Background: an optimization exercise with open tools, aiming at small area, a short achievable clock period and few clock cycles per item. Do not read the settings as production practice. The RTL was checked by simulation tests, not by an equivalence proof against the original design. Power figures rest on the tool's default switching activity, not on a simulated workload.

==> willow: inputs <==
## xover_f32
module xover_f32 (
    input  wire        clk,
    input  wire        rst,         
    input  wire        cfg_we,
    input  wire [3:0]  cfg_addr,
    input  wire [31:0] cfg_data,
    input  wire        clear,       
    input  wire        in_valid,
    output wire        in_ready,
    input  wire [31:0] in_x,
    output reg         out_valid,
    output wire [31:0] out_low,
    output wire [31:0] out_mid,
    output wire [31:0] out_high
);
==> flow/config.mk <==
export PLATFORM = sky130hd
export DESIGN_NAME = xover_f32
export DESIGN_NICKNAME = xover_f32
export VERILOG_FILES = /design/flow/design.v
export SDC_FILE = /design/flow/constraint.sdc
export NUM_CORES = 4
export LEC_CHECK = 0
export ABC_AREA = 1
export CAP_MARGIN = 20
export CORE_MARGIN = 2
export CORE_UTILIZATION = 45
export SLEW_MARGIN = 20
==> flow/constraint.sdc <==
create_clock -name core_clock -period 25.0 [get_ports {clk}]
set_input_delay 5.0000 -clock core_clock [delete_from_list [all_inputs] [get_ports {clk}]]
set_output_delay 5.0000 -clock core_clock [all_outputs]
set_load 0.01 [all_outputs]
run.sh (not shown) runs the stock make flow with config.mk's settings and CLKGATE_MAP_FILE= SYNTH_SCRIPT=/design/flow/synth_recipe.tcl, a recipe that flattens the netlist after the stock synthesis.
==> garnet (differences from willow) <==
--- a/flow/design.v
+++ b/flow/design.v
@@ -2,16 +2,18 @@
     input  wire [31:0] a,
     input  wire [31:0] b,
     output wire [47:0] pa,         
     output wire [47:0] pb,
     output wire        sy,         
     output wire [1:0]  spc,        
-    output wire [9:0]  xs,         
-    output wire [4:0]  lzs,        
-    output wire [4:0]  tza,        
-    output wire [4:0]  tzb
+    output wire [7:0]  e0,         
+    output wire        e0_hi,      
+    output wire        e0_ff,      
+    output wire        adj_ok,     
+    output wire [5:0]  amt,        
+    output wire [5:0]  tz          
 );
     wire [7:0]  ea = a[30:23];
     wire [7:0]  eb = b[30:23];
     wire [22:0] fa = a[22:0];
     wire [22:0] fb = b[22:0];
     wire a_e0 = (ea == 8'h00);
@@ -34,49 +36,55 @@
     wire is_zero = a_zero | b_zero | (a_sub & b_sub);
     assign spc = is_nan ? 2'd3 : is_inf ? 2'd2 : is_zero ? 2'd1 : 2'd0;
     wire [23:0] ma = {~a_e0, fa};
     wire [23:0] mb = {~b_e0, fb};
     fp_sigmul u_sig (.a(ma), .b(mb), .sa(pa), .sb(pb));
     wire [22:0] fs = a_sub ? fa : (b_sub ? fb : 23'h400000);
-    wire [4:0]  lzc;
-    fp_lzc32 u_lzs (.v({1'b0, fs, 8'hFF}), .n(lzc));
-    assign lzs = (a_sub | b_sub) ? lzc : 5'd0;
-    fp_tzc32 u_tza (.v({8'hFF, ma}), .n(tza));
-    fp_tzc32 u_tzb (.v({8'hFF, mb}), .n(tzb));
+    reg  [4:0]  lzs;
+    integer i;
+    always @* begin
+        lzs = 5'd23;
+        for (i = 0; i < 23; i = i + 1)
+            if (fs[i]) lzs = 5'd23 - i[4:0];
+    end
+    wire [4:0] lzs_eff = (a_sub | b_sub) ? lzs : 5'd0;
+    reg [4:0] tza, tzb;
+    always @* begin
+        tza = 5'd23;
+        for (i = 22; i >= 0; i = i - 1)
+            if (ma[i]) tza = i[4:0];
+        tzb = 5'd23;
+        for (i = 22; i >= 0; i = i - 1)
+            if (mb[i]) tzb = i[4:0];
+    end
+    assign tz = {1'b0, tza} + {1'b0, tzb};
     wire [8:0] xa = {1'b0, ea[7:1], ea[0] | a_e0};
     wire [8:0] xb = {1'b0, eb[7:1], eb[0] | b_e0};
-    assign xs = {1'b0, xa} + {1'b0, xb};
-endmodule
-module fp32_mul_s2 (
-    input  wire [47:0] pa,
-    input  wire [47:0] pb,
-    input  wire [9:0]  xs,
-    input  wire [4:0]  lzs,
-    input  wire [4:0]  tza,
-    input  wire [4:0]  tzb,
-    output wire [25:0] w,          
-    output wire [7:0]  e0,         
-    output wire        e0_hi,      
-    output wire        e0_ff,      
-    output wire        adj_ok,     
-    output wire        st_a,       
-    output wire        st_b        
-);
+    wire [9:0] xs = {1'b0, xa} + {1'b0, xb};
     wire signed [10:0] k  = $signed({1'b0, xs}) - 11'sd127;
-    wire signed [10:0] lz = $signed({6'd0, lzs});
+    wire signed [10:0] lz = $signed({6'd0, lzs_eff});
     wire               k_gt = (k > lz);
     wire signed [10:0] s1 = k_gt ? lz : k;                   
     wire signed [10:0] e0w = $signed({1'b0, xs}) - 11'sd126 - lz;
     assign adj_ok = k_gt;
     assign e0     = e0w[7:0];
     assign e0_hi  = (e0w >= 11'sd256);
     assign e0_ff  = (e0w == 11'sd255);
     wire signed [10:0] s1c  = (s1 < -11'sd26) ? -11'sd26 : s1;
     wire signed [10:0] amtw = 11'sd23 - s1c;
-    wire [5:0] amt = amtw[5:0];    
-    wire [5:0] tz = {1'b0, tza} + {1'b0, tzb};
+    assign amt = amtw[5:0];
+endmodule
+module fp32_mul_s2 (
+    input  wire [47:0] pa,
+    input  wire [47:0] pb,
+    input  wire [5:0]  amt,
+    input  wire [5:0]  tz,
+    output wire [25:0] w,          
+    output wire        st_a,       
+    output wire        st_b        
+);
     assign st_a = ({1'b0, tz} + 7'd1 < {1'b0, amt});
     assign st_b = (tz < amt);
     wire [47:0] prod;
     fp_pfx_add #(.N(48), .L(6)) u_cpa (.a(pa), .b(pb), .cin(1'b0), .s(prod));
     wire [48:0] pe  = {prod, 1'b0};
     wire [48:0] psh = pe >> amt;
@@ -823,15 +831,22 @@
     wire [7:0]  dab = xa - xb;
     wire [7:0]  dba = xb - xa;
     wire [7:0]  d   = swap ? dba : dab;
     assign ebig = swap ? xb : xa;
     assign mbig = swap ? mxb : mxa;
     wire [23:0] msml = swap ? mxa : mxb;
-    wire [4:0]  tza, tzb;
-    fp_tzc32 u_tza (.v({8'h00, mxa}), .n(tza));
-    fp_tzc32 u_tzb (.v({8'h00, mxb}), .n(tzb));
+    reg  [4:0]  tza, tzb;
+    integer i;
+    always @* begin
+        tza = 5'd31;
+        for (i = 23; i >= 0; i = i - 1)
+            if (mxa[i]) tza = i[4:0];
+        tzb = 5'd31;
+        for (i = 23; i >= 0; i = i - 1)
+            if (mxb[i]) tzb = i[4:0];
+    end
     wire [4:0]  tzs  = swap ? tza : tzb;
     wire        s_nz = swap ? ~a_zero : ~b_zero;
     wire [4:0]  dc  = (d > 8'd26) ? 5'd27 : d[4:0];
     wire [26:0] msx = {msml, 3'b000};
     wire [26:0] ash = msx >> dc;
     wire [8:0]  tz3 = {4'd0, tzs} + 9'd3;
@@ -840,17 +855,22 @@
 endmodule
 module fp32_add_s2 (
     input  wire [23:0] mbig,
     input  wire [26:0] asml,
     input  wire        esub,
     output wire [27:0] sum,        
-    output wire [4:0]  lz          
+    output reg  [4:0]  lz          
 );
     fp_pfx_add #(.N(28), .L(5)) u_sum (.a({1'b0, mbig, 3'b000}),
         .b({1'b0, asml} ^ {28{esub}}), .cin(esub), .s(sum));
-    fp_lzc32 u_lz (.v({sum[26:0], 5'b11111}), .n(lz));
+    integer i;
+    always @* begin
+        lz = 5'd27;
+        for (i = 0; i < 27; i = i + 1)
+            if (sum[i]) lz = 5'd26 - i[4:0];
+    end
 endmodule
 module fp32_add_s3 (
     input  wire [27:0] sum,
     input  wire [4:0]  lz,
     input  wire [7:0]  ebig,
     input  wire        sgn,
@@ -920,40 +940,12 @@
                 end
             end
         end
     endgenerate
     assign s = p[0][N:1] ^ g[L][N-1:0];
 endmodule
-module fp_lzc32 (
-    input  wire [31:0] v,
-    output wire [4:0]  n
-);
-    wire        z4 = ~|v[31:16];
-    wire [15:0] v1 = z4 ? v[15:0] : v[31:16];
-    wire        z3 = ~|v1[15:8];
-    wire [7:0]  v2 = z3 ? v1[7:0] : v1[15:8];
-    wire        z2 = ~|v2[7:4];
-    wire [3:0]  v3 = z2 ? v2[3:0] : v2[7:4];
-    wire        z1 = ~|v3[3:2];
-    wire [1:0]  v4 = z1 ? v3[1:0] : v3[3:2];
-    assign n = {z4, z3, z2, z1, ~v4[1]};
-endmodule
-module fp_tzc32 (
-    input  wire [31:0] v,
-    output wire [4:0]  n
-);
-    wire        z4 = ~|v[15:0];
-    wire [15:0] v1 = z4 ? v[31:16] : v[15:0];
-    wire        z3 = ~|v1[7:0];
-    wire [7:0]  v2 = z3 ? v1[15:8] : v1[7:0];
-    wire        z2 = ~|v2[3:0];
-    wire [3:0]  v3 = z2 ? v2[7:4] : v2[3:0];
-    wire        z1 = ~|v3[1:0];
-    wire [1:0]  v4 = z1 ? v3[3:2] : v3[1:0];
-    assign n = {z4, z3, z2, z1, ~v4[0]};
-endmodule
 module xover_f32 (
     input  wire        clk,
     input  wire        rst,         
     input  wire        cfg_we,
     input  wire [3:0]  cfg_addr,
     input  wire [31:0] cfg_data,
@@ -1040,24 +1032,23 @@
             cz <= 5'b11111;
         else
             for (k = 0; k < 5; k = k + 1)
                 if (we && addr == BASE + k) cz[k] <= 1'b0;
     end
     reg  [4:0]  sc;                                  
-    reg         sm_x, sm_yb, sm_ya;                  
+    reg         sm_x, sm_yb;                         
     reg         sa_s1a, sa_s1b, sa_radd, sa_h, sa_x2;
     reg         sb_rmul, sb_s2a, sb_s2b, sb_yb, sb_yo, sub_r;
     always @(posedge clk) begin
         sc[0]   <= lpn2[0] | lpn2[7];
         sc[1]   <= lpn2[4] | lpn2[11];
         sc[2]   <= lpn2[3] | lpn2[8];
         sc[3]   <= lpn2[1] | lpn2[6];
         sc[4]   <= lpn2[5] | lpn2[10];
         sm_x    <= lpn[0] | lpn[4] | lpn[8];
         sm_yb   <= lpn[1] | lpn[5];
-        sm_ya   <= lpn[3] | lpn[6] | lpn[7] | lpn[10] | lpn[11];
         sa_s1a  <= lpn[3];
         sa_s1b  <= lpn[10];
         sa_radd <= lpn[0] | lpn[7] | (MID != 0 && lpn[5]);
         sa_h    <= lpn[1] | lpn[4] | lpn[8] | lpn[9];
         sa_x2   <= (MID != 0) && lpn[2];
         sb_rmul <= lpn[1] | lpn[3] | lpn[4] | lpn[8] | lpn[9] | lpn[10];
@@ -1071,42 +1062,43 @@
     always @(posedge clk)
         coef <= ({32{sc[0] & ~cz[0]}} & c[0]) | ({32{sc[1] & ~cz[1]}} & c[1]) |
                 ({32{sc[2] & ~cz[2]}} & c[2]) | ({32{sc[3] & ~cz[3]}} & c[3]) |
                 ({32{sc[4] & ~cz[4]}} & c[4]);
     reg  [31:0] ya;
     reg  [31:0] rmul, h1, h2;
-    wire [31:0] mul_a = ({32{sm_x}} & x) | ({32{sm_yb}} & yb) | ({32{sm_ya}} & ya);
+    wire [31:0] mul_a = sm_x ? x : (sm_yb ? yb : ya);
     wire [47:0] m_pa, m_pb;
-    wire        m_sy;
+    wire        m_sy, m_e0_hi, m_e0_ff, m_adj_ok, m_st_a, m_st_b;
+    wire [5:0]  m_tz;
     wire [1:0]  m_spc;
-    wire [9:0]  m_xs;
-    wire [4:0]  m_lzs, m_tza, m_tzb;
+    wire [7:0]  m_e0;
+    wire [5:0]  m_amt;
     fp32_mul_s1 u_m1 (.a(mul_a), .b(coef), .pa(m_pa), .pb(m_pb), .sy(m_sy), .spc(m_spc),
-        .xs(m_xs), .lzs(m_lzs), .tza(m_tza), .tzb(m_tzb));
+        .e0(m_e0), .e0_hi(m_e0_hi), .e0_ff(m_e0_ff), .adj_ok(m_adj_ok), .amt(m_amt),
+        .tz(m_tz));
     reg [47:0] m1_pa, m1_pb;
-    reg        m1_sy;
+    reg [5:0]  m1_tz;
+    reg        m1_sy, m1_e0_hi, m1_e0_ff, m1_adj_ok;
     reg [1:0]  m1_spc;
-    reg [9:0]  m1_xs;
-    reg [4:0]  m1_lzs, m1_tza, m1_tzb;
+    reg [7:0]  m1_e0;
+    reg [5:0]  m1_amt;
     always @(posedge clk) begin
-        m1_pa <= m_pa; m1_pb <= m_pb; m1_sy <= m_sy; m1_spc <= m_spc; m1_xs <= m_xs;
-        m1_lzs <= m_lzs; m1_tza <= m_tza; m1_tzb <= m_tzb;
+        m1_pa <= m_pa; m1_pb <= m_pb; m1_sy <= m_sy; m1_spc <= m_spc; m1_e0 <= m_e0;
+        m1_e0_hi <= m_e0_hi; m1_e0_ff <= m_e0_ff; m1_adj_ok <= m_adj_ok;
+        m1_amt <= m_amt; m1_tz <= m_tz;
     end
     wire [25:0] m_w;
-    wire [7:0]  m_e0;
-    wire        m_e0_hi, m_e0_ff, m_adj_ok, m_st_a, m_st_b;
-    fp32_mul_s2 u_m2 (.pa(m1_pa), .pb(m1_pb), .xs(m1_xs), .lzs(m1_lzs), .tza(m1_tza),
-        .tzb(m1_tzb), .w(m_w), .e0(m_e0), .e0_hi(m_e0_hi), .e0_ff(m_e0_ff),
-        .adj_ok(m_adj_ok), .st_a(m_st_a), .st_b(m_st_b));
+    fp32_mul_s2 u_m2 (.pa(m1_pa), .pb(m1_pb), .amt(m1_amt), .tz(m1_tz), .w(m_w),
+        .st_a(m_st_a), .st_b(m_st_b));
     reg [25:0] m2_w;
     reg        m2_sy, m2_e0_hi, m2_e0_ff, m2_adj_ok, m2_st_a, m2_st_b;
     reg [1:0]  m2_spc;
     reg [7:0]  m2_e0;
     always @(posedge clk) begin
-        m2_w <= m_w; m2_sy <= m1_sy; m2_spc <= m1_spc; m2_e0 <= m_e0;
-        m2_e0_hi <= m_e0_hi; m2_e0_ff <= m_e0_ff; m2_adj_ok <= m_adj_ok;
+        m2_w <= m_w; m2_sy <= m1_sy; m2_spc <= m1_spc; m2_e0 <= m1_e0;
+        m2_e0_hi <= m1_e0_hi; m2_e0_ff <= m1_e0_ff; m2_adj_ok <= m1_adj_ok;
         m2_st_a <= m_st_a; m2_st_b <= m_st_b;
     end
     wire [31:0] mul_y;
     fp32_mul_s3 u_m3 (.w(m2_w), .sy(m2_sy), .spc(m2_spc), .e0(m2_e0),
         .e0_hi(m2_e0_hi), .e0_ff(m2_e0_ff), .adj_ok(m2_adj_ok),
         .st_a(m2_st_a), .st_b(m2_st_b), .y(mul_y));
Settings changed: CORE_UTILIZATION 45 to 55, PLACE_DENSITY from default to 0.65.
==> flow_metrics.py <==
metrics = {
    "final_layout": {
        "n_all_inverters": 1817,
        "post-route-util_pct": 49.6,
        "buffers_excl_clock": 381,
    },
    "power": {
        "p_comb_share_pct": 54.5,
        "clkPwrFrac_pct": 18.3,
        "power_frac_seq_pct": 27.2,
    },
    "floorplanning": {
        "fp.dieH_um": 506,
    },
    "logic_synthesis": {
        "yosys_warnings": 11,
    },
    "outcome": {
        "status": "finished clean",
    },
    "timing": {
        "tightest_slew_ps": 1200,
    },
    "place": {
        "placed_cell_area_um2": 118000,
    },
}
(the above is from willow)
==> flow_metrics.py <==
metrics = {
    "outcome": {
        "status": "finished clean",
    },
    "power": {
        "clkPwrFrac_pct": 18.6,
        "p_comb_share_pct": 53.3,
        "power_frac_seq_pct": 28.2,
    },
    "final_layout": {
        "final_common_cell": "nand2_1",
        "buffers_excl_clock": 378,
    },
    "place": {
        "placed_cell_area_um2": 114000,
    },
    "floorplanning": {
        "fp.dieH_um": 451,
    },
    "logic_synthesis": {
        "yosys_warnings": 14,
    },
    "timing": {
        "tightest_slew_ps": 1200,
    },
}
(the above is from garnet)
Testbench counts of willow, summed over its fixed seeds: cycles 96,088, items 8,000.
Testbench counts of garnet, summed over its fixed seeds: cycles 96,088, items 8,000.

---

==> exp/delta: inputs <==
xover_f32, a different RTL version from the one above (not shown whole).
==> module fp32_add_s1, before the edit <==
module fp32_add_s1 (
    input  wire [31:0] a,
    input  wire [31:0] b,
    input  wire        sub,
    input  wire        a_ez,       
    input  wire        b_ez,       
    output wire [27:0] sum,        
    output wire [7:0]  ebig,       
    output wire        sgn,        
    output wire        esub,       
    output wire [1:0]  spc         
);
    wire        sb = b[31] ^ sub;
    wire a_e0 = a_ez;
    wire b_e0 = b_ez;
    wire a_e1 = (a[30:23] == 8'hFF);
    wire b_e1 = (b[30:23] == 8'hFF);
    wire a_f0 = (a[22:0] == 23'd0);
    wire b_f0 = (b[22:0] == 23'd0);
    wire a_nan = a_e1 & ~a_f0;
    wire b_nan = b_e1 & ~b_f0;
    wire a_inf = a_e1 & a_f0;
    wire b_inf = b_e1 & b_f0;
    wire a_zero = a_e0 & a_f0;
    wire b_zero = b_e0 & b_f0;
    assign spc = (a_nan | b_nan | (a_inf & b_inf & (a[31] != sb))) ? 2'd3 :
                 (a_inf | b_inf) ? 2'd2 : 2'd0;
    assign esub = a[31] ^ sb;
    wire [7:0]  xa  = {a[30:24], a[23] | a_e0};
    wire [7:0]  xb  = {b[30:24], b[23] | b_e0};
    wire [23:0] mxa = {~a_e0, a[22:0]};
    wire [23:0] mxb = {~b_e0, b[22:0]};
    wire [8:0]  dab = {1'b0, xa} - {1'b0, xb};
    wire [7:0]  dba = xb - xa;
    wire        ge  = ~dab[8];                   
    wire        eq  = (xa == xb);
    assign ebig = ge ? xa : xb;
    wire [23:0] mbig = ge ? mxa : mxb;
    wire [4:0]  tza, tzb;
    fp_tzc32 u_tza (.v({8'h00, mxa}), .n(tza));
    fp_tzc32 u_tzb (.v({8'h00, mxb}), .n(tzb));
    wire [4:0]  dc_b  = (dab[7:0] > 8'd26) ? 5'd27 : dab[4:0];
    wire [26:0] ash_b = {mxb, 3'b000} >> dc_b;
    wire        st_b  = ~b_zero & ({1'b0, dab[7:0]} > {4'd0, tzb} + 9'd3);
    wire [4:0]  dc_a  = (dba > 8'd26) ? 5'd27 : dba[4:0];
    wire [26:0] ash_a = {mxa, 3'b000} >> dc_a;
    wire        st_a  = ~a_zero & ({1'b0, dba} > {4'd0, tza} + 9'd3);
    wire [26:0] asml  = ge ? {ash_b[26:1], ash_b[0] | st_b} : {ash_a[26:1], ash_a[0] | st_a};
    wire [27:0] bx   = {1'b0, mbig, 3'b000};
    wire [27:0] sumf;
    fp_pfx_add #(.N(28)) u_sum (.a(bx), .b({1'b0, asml} ^ {28{esub}}), .cin(esub), .s(sumf));
    wire [24:0] dn_ab;
    wire [23:0] dn_ba;
    fp_pfx_add #(.N(25), .L(5)) u_dab (.a({1'b0, mxa}), .b(~{1'b0, mxb}), .cin(1'b1), .s(dn_ab));
    fp_pfx_add #(.N(24), .L(5)) u_dba (.a(mxb), .b(~mxa), .cin(1'b1), .s(dn_ba));
    wire        b_gt  = dn_ab[24];               
    wire [23:0] dn    = b_gt ? dn_ba : dn_ab[23:0];
    assign sum = (eq & esub) ? {1'b0, dn, 3'b000} : sumf;
    assign sgn = eq ? (b_gt ? sb : a[31]) : (ge ? a[31] : sb);
endmodule
Settings: LEC_CHECK=0, ABC_AREA=1, CAP_MARGIN=20, CORE_MARGIN=2, CORE_UTILIZATION=55, PLACE_DENSITY=0.65, SLEW_MARGIN=70; clock period 25.0 ns.
==> exp/xenon (differences from exp/delta) <==
--- a/flow/design.v
+++ b/flow/design.v
@@ -1,10 +1,8 @@
 module fp32_mul_s1 (
     input  wire [31:0] a,
     input  wire [31:0] b,
-    input  wire        a_ez,       
-    input  wire        b_ez,       
     output wire [47:0] prod,       
     output wire        sy,         
     output wire [1:0]  spc,        
     output wire [7:0]  e0,         
     output wire        e0_hi,      
@@ -16,12 +14,12 @@
 );
     wire [7:0]  ea = a[30:23];
     wire [7:0]  eb = b[30:23];
     wire [22:0] fa = a[22:0];
     wire [22:0] fb = b[22:0];
-    wire a_e0 = a_ez;
-    wire b_e0 = b_ez;
+    wire a_e0 = (ea == 8'h00);
+    wire b_e0 = (eb == 8'h00);
     wire a_e1 = (ea == 8'hFF);
     wire b_e1 = (eb == 8'hFF);
     wire a_f0 = (fa == 23'd0);
     wire b_f0 = (fb == 23'd0);
     wire a_nan  = a_e1 & ~a_f0;
@@ -39,16 +37,27 @@
     assign spc = is_nan ? 2'd3 : is_inf ? 2'd2 : is_zero ? 2'd1 : 2'd0;
     wire [23:0] ma = {~a_e0, fa};
     wire [23:0] mb = {~b_e0, fb};
     fp_sigmul u_sig (.a(ma), .b(mb), .p(prod));
     wire [22:0] fs = a_sub ? fa : (b_sub ? fb : 23'h400000);
-    wire [4:0]  lzs;
-    fp_lzc32 u_lzs (.v({1'b0, fs, 8'hFF}), .n(lzs));
+    reg  [4:0]  lzs;
+    integer i;
+    always @* begin
+        lzs = 5'd23;
+        for (i = 0; i < 23; i = i + 1)
+            if (fs[i]) lzs = 5'd23 - i[4:0];
+    end
     wire [4:0] lzs_eff = (a_sub | b_sub) ? lzs : 5'd0;
-    wire [4:0] tza, tzb;
-    fp_tzc32 u_tza (.v({8'hFF, ma}), .n(tza));
-    fp_tzc32 u_tzb (.v({8'hFF, mb}), .n(tzb));
+    reg [4:0] tza, tzb;
+    always @* begin
+        tza = 5'd23;
+        for (i = 22; i >= 0; i = i - 1)
+            if (ma[i]) tza = i[4:0];
+        tzb = 5'd23;
+        for (i = 22; i >= 0; i = i - 1)
+            if (mb[i]) tzb = i[4:0];
+    end
     wire [5:0] tz = {1'b0, tza} + {1'b0, tzb};
     wire [8:0] xa = {1'b0, ea[7:1], ea[0] | a_e0};
     wire [8:0] xb = {1'b0, eb[7:1], eb[0] | b_e0};
     wire [9:0] xs = {1'b0, xa} + {1'b0, xb};
     wire signed [10:0] k  = $signed({1'b0, xs}) - 11'sd127;
@@ -775,21 +784,19 @@
 endmodule
 module fp32_add_s1 (
     input  wire [31:0] a,
     input  wire [31:0] b,
     input  wire        sub,
-    input  wire        a_ez,       
-    input  wire        b_ez,       
     output wire [27:0] sum,        
     output wire [7:0]  ebig,       
     output wire        sgn,        
     output wire        esub,       
     output wire [1:0]  spc         
 );
     wire        sb = b[31] ^ sub;
-    wire a_e0 = a_ez;
-    wire b_e0 = b_ez;
+    wire a_e0 = (a[30:23] == 8'h00);
+    wire b_e0 = (b[30:23] == 8'h00);
     wire a_e1 = (a[30:23] == 8'hFF);
     wire b_e1 = (b[30:23] == 8'hFF);
     wire a_f0 = (a[22:0] == 23'd0);
     wire b_f0 = (b[22:0] == 23'd0);
     wire a_nan = a_e1 & ~a_f0;
@@ -807,22 +814,32 @@
     wire [23:0] mxb = {~b_e0, b[22:0]};
     wire [8:0]  dab = {1'b0, xa} - {1'b0, xb};
     wire [7:0]  dba = xb - xa;
     wire        ge  = ~dab[8];                   
     wire        eq  = (xa == xb);
+    wire [7:0]  d   = ge ? dab[7:0] : dba;
     assign ebig = ge ? xa : xb;
     wire [23:0] mbig = ge ? mxa : mxb;
-    wire [4:0]  tza, tzb;
-    fp_tzc32 u_tza (.v({8'h00, mxa}), .n(tza));
-    fp_tzc32 u_tzb (.v({8'h00, mxb}), .n(tzb));
-    wire [4:0]  dc_b  = (dab[7:0] > 8'd26) ? 5'd27 : dab[4:0];
-    wire [26:0] ash_b = {mxb, 3'b000} >> dc_b;
-    wire        st_b  = ~b_zero & ({1'b0, dab[7:0]} > {4'd0, tzb} + 9'd3);
-    wire [4:0]  dc_a  = (dba > 8'd26) ? 5'd27 : dba[4:0];
-    wire [26:0] ash_a = {mxa, 3'b000} >> dc_a;
-    wire        st_a  = ~a_zero & ({1'b0, dba} > {4'd0, tza} + 9'd3);
-    wire [26:0] asml  = ge ? {ash_b[26:1], ash_b[0] | st_b} : {ash_a[26:1], ash_a[0] | st_a};
+    wire [23:0] msml = ge ? mxb : mxa;
+    reg  [4:0]  tza, tzb;
+    integer i;
+    always @* begin
+        tza = 5'd31;
+        for (i = 23; i >= 0; i = i - 1)
+            if (mxa[i]) tza = i[4:0];
+        tzb = 5'd31;
+        for (i = 23; i >= 0; i = i - 1)
+            if (mxb[i]) tzb = i[4:0];
+    end
+    wire [4:0]  tzs  = ge ? tzb : tza;
+    wire        s_nz = ge ? ~b_zero : ~a_zero;
+    wire [4:0]  dc  = (d > 8'd26) ? 5'd27 : d[4:0];
+    wire [26:0] msx = {msml, 3'b000};
+    wire [26:0] ash = msx >> dc;
+    wire [8:0]  tz3 = {4'd0, tzs} + 9'd3;
+    wire        st  = s_nz & ({1'b0, d} > tz3);
+    wire [26:0] asml = {ash[26:1], ash[0] | st};
     wire [27:0] bx   = {1'b0, mbig, 3'b000};
     wire [27:0] sumf;
     fp_pfx_add #(.N(28)) u_sum (.a(bx), .b({1'b0, asml} ^ {28{esub}}), .cin(esub), .s(sumf));
     wire [24:0] dn_ab;
     wire [23:0] dn_ba;
@@ -839,22 +856,29 @@
     input  wire        sgn,
     input  wire        esub,
     input  wire [1:0]  spc,
     output reg  [31:0] y
 );
+    function [4:0] lzc27(input [26:0] v);
+        integer i;
+        begin
+            lzc27 = 5'd27;
+            for (i = 0; i < 27; i = i + 1)
+                if (v[i]) lzc27 = 5'd26 - i[4:0];
+        end
+    endfunction
     reg [26:0] norm;
     reg [9:0]  e;
-    wire [4:0] lz;
-    reg  [4:0] shl;
-    fp_lzc32 u_lz (.v({sum[26:0], 5'b11111}), .n(lz));
+    reg [4:0]  lz, shl;
     reg [7:0]  efield;
     reg [23:0] keep;
     reg        g, s, inc;
     wire [30:0] mag;
     fp_pfx_add #(.N(31), .L(5)) u_rnd (.a({efield, keep[22:0]}), .b(31'd0), .cin(inc), .s(mag));
     always @* begin
         e   = {2'b00, ebig};
+        lz  = lzc27(sum[26:0]);
         shl = ({3'b000, lz} > ebig - 8'd1) ? (ebig[4:0] - 5'd1) : lz;
         if (sum[27]) begin
             norm = {sum[27:2], sum[1] | sum[0]};
             e    = e + 10'd1;
         end else begin
@@ -906,38 +930,10 @@
             end
         end
     endgenerate
     assign s = p[0][N:1] ^ g[L][N-1:0];
 endmodule
-module fp_lzc32 (
-    input  wire [31:0] v,
-    output wire [4:0]  n
-);
-    wire        z4 = ~|v[31:16];
-    wire [15:0] v1 = z4 ? v[15:0] : v[31:16];
-    wire        z3 = ~|v1[15:8];
-    wire [7:0]  v2 = z3 ? v1[7:0] : v1[15:8];
-    wire        z2 = ~|v2[7:4];
-    wire [3:0]  v3 = z2 ? v2[3:0] : v2[7:4];
-    wire        z1 = ~|v3[3:2];
-    wire [1:0]  v4 = z1 ? v3[1:0] : v3[3:2];
-    assign n = {z4, z3, z2, z1, ~v4[1]};
-endmodule
-module fp_tzc32 (
-    input  wire [31:0] v,
-    output wire [4:0]  n
-);
-    wire        z4 = ~|v[15:0];
-    wire [15:0] v1 = z4 ? v[31:16] : v[15:0];
-    wire        z3 = ~|v1[7:0];
-    wire [7:0]  v2 = z3 ? v1[15:8] : v1[7:0];
-    wire        z2 = ~|v2[3:0];
-    wire [3:0]  v3 = z2 ? v2[7:4] : v2[3:0];
-    wire        z1 = ~|v3[1:0];
-    wire [1:0]  v4 = z1 ? v3[3:2] : v3[1:0];
-    assign n = {z4, z3, z2, z1, ~v4[0]};
-endmodule
 module xover_f32 (
     input  wire        clk,
     input  wire        rst,         
     input  wire        cfg_we,
     input  wire [3:0]  cfg_addr,
@@ -952,24 +948,19 @@
     output wire [31:0] out_high
 );
     reg  [9:0]  ph;
     reg         v0, v1;             
     reg  [31:0] x, x2;
-    reg         x_z, x2_z;          
     reg         rdy;                
     assign in_ready = rdy;
     wire acc = in_valid & ph[9];
     always @(posedge clk) begin
         if (rst) ph <= 10'd1;
         else     ph <= {ph[8:0], ph[9]};
         rdy <= ~rst & ph[8];
-        if (ph[9]) begin
-            x   <= in_x;
-            x_z <= (in_x[30:23] == 8'd0);
-        end
-        x2   <= x;
-        x2_z <= x_z;
+        if (ph[9]) x <= in_x;
+        x2 <= x;
         if (rst) begin
             v0 <= 1'b0;
             v1 <= 1'b0;
         end else begin
             if (ph[9]) begin
@@ -979,21 +970,18 @@
             if (clear) v1 <= 1'b0;    
         end
         out_valid <= ~rst & ph[3] & v1;
     end
     wire [31:0] radd_l, yb_l, yb_h, radd_h;
-    wire        radd_l_z, radd_h_z;
     xover_engine #(.OFS(0), .BASE(0)) u_lp (
         .clk(clk), .rst(rst), .v0(v0), .v1(v1), .clr(clear),
         .we(cfg_we), .addr(cfg_addr), .data(cfg_data),
-        .x(x), .x_z(x_z), .ext(x2), .ext_z(x2_z), .radd(radd_l), .radd_z(radd_l_z),
-        .yb(yb_l));
+        .x(x), .ext(x2), .radd(radd_l), .yb(yb_l));
     xover_engine #(.OFS(2), .BASE(5)) u_hp (
         .clk(clk), .rst(rst), .v0(v0), .v1(v1), .clr(clear),
         .we(cfg_we), .addr(cfg_addr), .data(cfg_data),
-        .x(x), .x_z(x_z), .ext(radd_l), .ext_z(radd_l_z), .radd(radd_h),
-        .radd_z(radd_h_z), .yb(yb_h));
+        .x(x), .ext(radd_l), .radd(radd_h), .yb(yb_h));
     assign out_low  = yb_l;
     assign out_high = yb_h;
     assign out_mid  = radd_h;
 endmodule
 module xover_engine #(
@@ -1007,25 +995,21 @@
     input  wire        clr,
     input  wire        we,
     input  wire [3:0]  addr,
     input  wire [31:0] data,
     input  wire [31:0] x,
-    input  wire        x_z,
     input  wire [31:0] ext,
-    input  wire        ext_z,
     output reg  [31:0] radd,
-    output reg         radd_z,
     output reg  [31:0] yb
 );
     reg  [9:0] lp;
     always @(posedge clk) begin
         if (rst) lp <= 10'd1 << ((10 - OFS) % 10);
         else     lp <= {lp[8:0], lp[9]};
     end
     wire [4:0] q5 = lp[4:0] | lp[9:5];
     reg  [31:0] c [0:4];
-    reg  [4:0]  cez;                
     reg  [4:0]  cz;                 
     wire        hit = we && (addr >= BASE) && (addr < BASE + 5);
     wire [3:0]  la  = addr - BASE;
     reg  [2:0]  j;
     always @* begin
@@ -1046,19 +1030,17 @@
                 if (q5[pp] && (((pp + 1 + ii) % 5) == j)) wsel[ii] = hit;
     end
     always @(posedge clk) begin
         for (ii = 0; ii < 5; ii = ii + 1) begin
             c[ii] <= wsel[ii] ? data : c[(ii + 1) % 5];
-            cez[ii] <= wsel[ii] ? (data[30:23] == 8'd0) : cez[(ii + 1) % 5];
         end
         if (rst)
             cz <= 5'b11111;
         else
             cz <= {cz[0], cz[4:1]} & ~wsel;
     end
     wire [31:0] coef = cz[0] ? 32'd0 : c[0];
-    wire        coef_z = cz[0] | cez[0];
     wire [9:0]  lpn = {lp[8:0], lp[9]};
     reg         sm_x, sm_yb;
     reg         sa_s1a, sa_s1b, sa_radd, sa_h, sa_rmul, sa_ext;
     reg         sb_rmul, sb_s2a, sb_s2b, sb_h, sb_yb, sub_r;
     always @(posedge clk) begin
@@ -1076,21 +1058,18 @@
         sb_h    <= lpn[4] | lpn[9];
         sb_yb   <= lpn[0];
         sub_r   <= lpn[0] | lpn[1] | lpn[4] | lpn[6] | lpn[9];
     end
     reg  [31:0] ya;
-    reg         ya_z, yb_z;
     reg  [31:0] rmul, h;
-    reg         rmul_z, h_z;
-    wire [31:0] mul_a   = sm_x ? x : (sm_yb ? yb : ya);
-    wire        mul_a_z = sm_x ? x_z : (sm_yb ? yb_z : ya_z);
+    wire [31:0] mul_a = sm_x ? x : (sm_yb ? yb : ya);
     wire [47:0] m_prod;
     wire        m_sy, m_e0_hi, m_e0_ff, m_adj_ok, m_st_a, m_st_b;
     wire [1:0]  m_spc;
     wire [7:0]  m_e0;
     wire [5:0]  m_amt;
-    fp32_mul_s1 u_m1 (.a(mul_a), .b(coef), .a_ez(mul_a_z), .b_ez(coef_z), .prod(m_prod), .sy(m_sy), .spc(m_spc),
+    fp32_mul_s1 u_m1 (.a(mul_a), .b(coef), .prod(m_prod), .sy(m_sy), .spc(m_spc),
         .e0(m_e0), .e0_hi(m_e0_hi), .e0_ff(m_e0_ff), .adj_ok(m_adj_ok), .amt(m_amt),
         .st_a(m_st_a), .st_b(m_st_b));
     reg [47:0] mr_prod;
     reg        mr_sy, mr_e0_hi, mr_e0_ff, mr_adj_ok, mr_st_a, mr_st_b;
     reg [1:0]  mr_spc;
@@ -1104,35 +1083,27 @@
     wire [31:0] mul_y;
     fp32_mul_s2 u_m2 (.prod(mr_prod), .sy(mr_sy), .spc(mr_spc), .e0(mr_e0),
         .e0_hi(mr_e0_hi), .e0_ff(mr_e0_ff), .adj_ok(mr_adj_ok), .amt(mr_amt),
         .st_a(mr_st_a), .st_b(mr_st_b), .y(mul_y));
     always @(posedge clk) begin
-        rmul   <= mul_y;
-        rmul_z <= (mul_y[30:23] == 8'd0);
-        h      <= rmul;
-        h_z    <= rmul_z;
+        rmul <= mul_y;
+        h    <= rmul;
     end
     reg  [31:0] s1a, s2a, s1b, s2b;
     reg  [3:0]  sz;                 
-    reg         s1a_z, s2a_z, s1b_z, s2b_z;
     wire [31:0] add_a = ({32{sa_s1a & ~sz[0]}} & s1a) | ({32{sa_s1b & ~sz[2]}} & s1b) |
                         ({32{sa_radd}} & radd) | ({32{sa_h}} & h) |
                         ({32{sa_rmul}} & rmul) | ({32{sa_ext}} & ext);
     wire [31:0] add_b = ({32{sb_rmul}} & rmul) | ({32{sb_s2a & ~sz[1]}} & s2a) |
                         ({32{sb_s2b & ~sz[3]}} & s2b) | ({32{sb_h}} & h) |
                         ({32{sb_yb}} & yb);
-    wire add_a_z = (sa_s1a & (sz[0] | s1a_z)) | (sa_s1b & (sz[2] | s1b_z)) |
-                   (sa_radd & radd_z) | (sa_h & h_z) | (sa_rmul & rmul_z) | (sa_ext & ext_z);
-    wire add_b_z = (sb_rmul & rmul_z) | (sb_s2a & (sz[1] | s2a_z)) |
-                   (sb_s2b & (sz[3] | s2b_z)) | (sb_h & h_z) | (sb_yb & yb_z);
     wire add_sub = sub_r;
     wire [27:0] a_sum;
     wire [7:0]  a_ebig;
     wire        a_sgn, a_esub;
     wire [1:0]  a_spc;
-    fp32_add_s1 u_a1 (.a(add_a), .b(add_b), .sub(add_sub), .a_ez(add_a_z), .b_ez(add_b_z),
-        .sum(a_sum), .ebig(a_ebig),
+    fp32_add_s1 u_a1 (.a(add_a), .b(add_b), .sub(add_sub), .sum(a_sum), .ebig(a_ebig),
         .sgn(a_sgn), .esub(a_esub), .spc(a_spc));
     reg [27:0] ar_sum;
     reg [7:0]  ar_ebig;
     reg        ar_sgn, ar_esub;
     reg [1:0]  ar_spc;
@@ -1146,20 +1117,18 @@
     wire w_s1a = lp[9] & ((9 + OFS <= 9) ? v0 : v1);
     wire w_s2a = lp[0] & v1;
     wire w_s1b = lp[4] & v1;
     wire w_s2b = lp[5] & v1;
     wire kill  = rst | clr;
-    wire add_y_z = (add_y[30:23] == 8'd0);
     always @(posedge clk) begin
-        radd   <= add_y;
-        radd_z <= add_y_z;
-        if (lp[3]) begin ya <= add_y; ya_z <= add_y_z; end
-        if (lp[8]) begin yb <= add_y; yb_z <= add_y_z; end
-        if (w_s1a & ~kill) begin s1a <= add_y; s1a_z <= add_y_z; end
-        if (w_s2a & ~kill) begin s2a <= add_y; s2a_z <= add_y_z; end
-        if (w_s1b & ~kill) begin s1b <= add_y; s1b_z <= add_y_z; end
-        if (w_s2b & ~kill) begin s2b <= add_y; s2b_z <= add_y_z; end
+        radd <= add_y;
+        if (lp[3]) ya <= add_y;
+        if (lp[8]) yb <= add_y;
+        if (w_s1a & ~kill) s1a <= add_y;
+        if (w_s2a & ~kill) s2a <= add_y;
+        if (w_s1b & ~kill) s1b <= add_y;
+        if (w_s2b & ~kill) s2b <= add_y;
         if (kill)
             sz <= 4'b1111;
         else
             sz <= sz & ~{w_s2b, w_s1b, w_s2a, w_s1a};
     end
--- a/flow/config.mk
+++ b/flow/config.mk
@@ -8,6 +8,6 @@
 export ABC_AREA = 1
 export CAP_MARGIN = 20
 export CORE_MARGIN = 2
 export CORE_UTILIZATION = 55
 export PLACE_DENSITY = 0.65
-export SLEW_MARGIN = 70
+export SLEW_MARGIN = 20
==> exp/violet (differences from exp/delta) <==
--- a/flow/design.v
+++ b/flow/design.v
@@ -807,22 +807,25 @@
     wire [23:0] mxb = {~b_e0, b[22:0]};
     wire [8:0]  dab = {1'b0, xa} - {1'b0, xb};
     wire [7:0]  dba = xb - xa;
     wire        ge  = ~dab[8];                   
     wire        eq  = (xa == xb);
+    wire [7:0]  d   = ge ? dab[7:0] : dba;
     assign ebig = ge ? xa : xb;
     wire [23:0] mbig = ge ? mxa : mxb;
+    wire [23:0] msml = ge ? mxb : mxa;
     wire [4:0]  tza, tzb;
     fp_tzc32 u_tza (.v({8'h00, mxa}), .n(tza));
     fp_tzc32 u_tzb (.v({8'h00, mxb}), .n(tzb));
-    wire [4:0]  dc_b  = (dab[7:0] > 8'd26) ? 5'd27 : dab[4:0];
-    wire [26:0] ash_b = {mxb, 3'b000} >> dc_b;
-    wire        st_b  = ~b_zero & ({1'b0, dab[7:0]} > {4'd0, tzb} + 9'd3);
-    wire [4:0]  dc_a  = (dba > 8'd26) ? 5'd27 : dba[4:0];
-    wire [26:0] ash_a = {mxa, 3'b000} >> dc_a;
-    wire        st_a  = ~a_zero & ({1'b0, dba} > {4'd0, tza} + 9'd3);
-    wire [26:0] asml  = ge ? {ash_b[26:1], ash_b[0] | st_b} : {ash_a[26:1], ash_a[0] | st_a};
+    wire [4:0]  tzs  = ge ? tzb : tza;
+    wire        s_nz = ge ? ~b_zero : ~a_zero;
+    wire [4:0]  dc  = (d > 8'd26) ? 5'd27 : d[4:0];
+    wire [26:0] msx = {msml, 3'b000};
+    wire [26:0] ash = msx >> dc;
+    wire [8:0]  tz3 = {4'd0, tzs} + 9'd3;
+    wire        st  = s_nz & ({1'b0, d} > tz3);
+    wire [26:0] asml = {ash[26:1], ash[0] | st};
     wire [27:0] bx   = {1'b0, mbig, 3'b000};
     wire [27:0] sumf;
     fp_pfx_add #(.N(28)) u_sum (.a(bx), .b({1'b0, asml} ^ {28{esub}}), .cin(esub), .s(sumf));
     wire [24:0] dn_ab;
     wire [23:0] dn_ba;
--- a/flow/config.mk
+++ b/flow/config.mk
@@ -6,8 +6,7 @@
 export NUM_CORES = 4
 export LEC_CHECK = 0
 export ABC_AREA = 1
 export CAP_MARGIN = 20
 export CORE_MARGIN = 2
-export CORE_UTILIZATION = 55
-export PLACE_DENSITY = 0.65
-export SLEW_MARGIN = 70
+export CORE_UTILIZATION = 45
+export SLEW_MARGIN = 60
==> comparison table <==
quantity	exp/violet	exp/xenon	exp/delta
Diode insertion count for antenna repair	9	5	5
Reg2Reg Depth	42	48	43
Outcome	no timing/DRC/antenna violations	no timing/DRC/antenna violations	no timing/DRC/antenna violations
Syn Inst Count	13964	13724	14387
Global Route met1 Usage	43.41%	51.11%	51.75%
Startpoint of the worst hold path	u_hp.lp[9]	u_hp.lp[7]	u_hp.lp[2]
Setup slack, reg-to-reg	16.55 ns	15.18 ns	16.63 ns
Share of the synthesized area in compound gates (AO/OA/AOI/OAI)	14.79%	15.14%	15.93%
Measured slew at the worst slew-check pin	0.6369 ns	1.221 ns	0.5304 ns
Clock power frac	13.1%	12.8%	12.7%
Total number of placement rows	177	157	161
Area share of buffers outside the clock network	3.684%	3.451%	4.416%
Slowest stage delay, CP	0.59 ns	0.80 ns	0.39 ns
Setup WS pre-CTS	16.42 ns	15.34 ns	16.89 ns
Placed inst area	110300 um2	106300 um2	112800 um2
Required time of the critical path	25.55 ns	25.68 ns	25.70 ns
Fraction of final layout cells with drive strength greater than 1	8.298%	5.422%	8.757%
Logic depth of the worst setup path including buffers	42	48	43
Testbench counts of exp/delta, summed over its fixed seeds: cycles 80,120, items 8,000.
Testbench counts of exp/xenon, summed over its fixed seeds: cycles 80,120, items 8,000.
Testbench counts of exp/violet, summed over its fixed seeds: cycles 80,120, items 8,000.

[re-timing with driven ports]
No port has a modelled driver above. Below, the same layouts with a new extraction and two added sets of constraints. Step 1, drivers: a clkbuf_16 drives clk and a buf_2 each remaining input, both assumed. Step 2 also shifts input and output timing later by t, the mid clock arrival at the registers, as if the neighbouring blocks saw the same clock. Three values: no drivers, after step 1, after step 2; two values: the first two.
run | shift t [ns] | setup slack, ns | worst register clock-pin slew, ns
willow | 0.953 | 17.313 / 17.313 / 17.313 | 0.07 / 0.07
garnet | 0.925 | 17.348 / 17.348 / 17.011 | 0.08 / 0.08
exp/delta | 0.886 | 16.629 / 16.629 / 16.629 | 0.08 / 0.08
exp/xenon | 0.891 | 15.175 / 15.175 / 15.175 | 0.08 / 0.08
exp/violet | 0.913 | 16.550 / 16.550 / 16.550 | 0.07 / 0.07
After both steps every run listed still meets setup and hold. For garnet, which loses most, drivers alone change the setup slack by 0.000 ns; drivers and shift together by -0.337 ns.
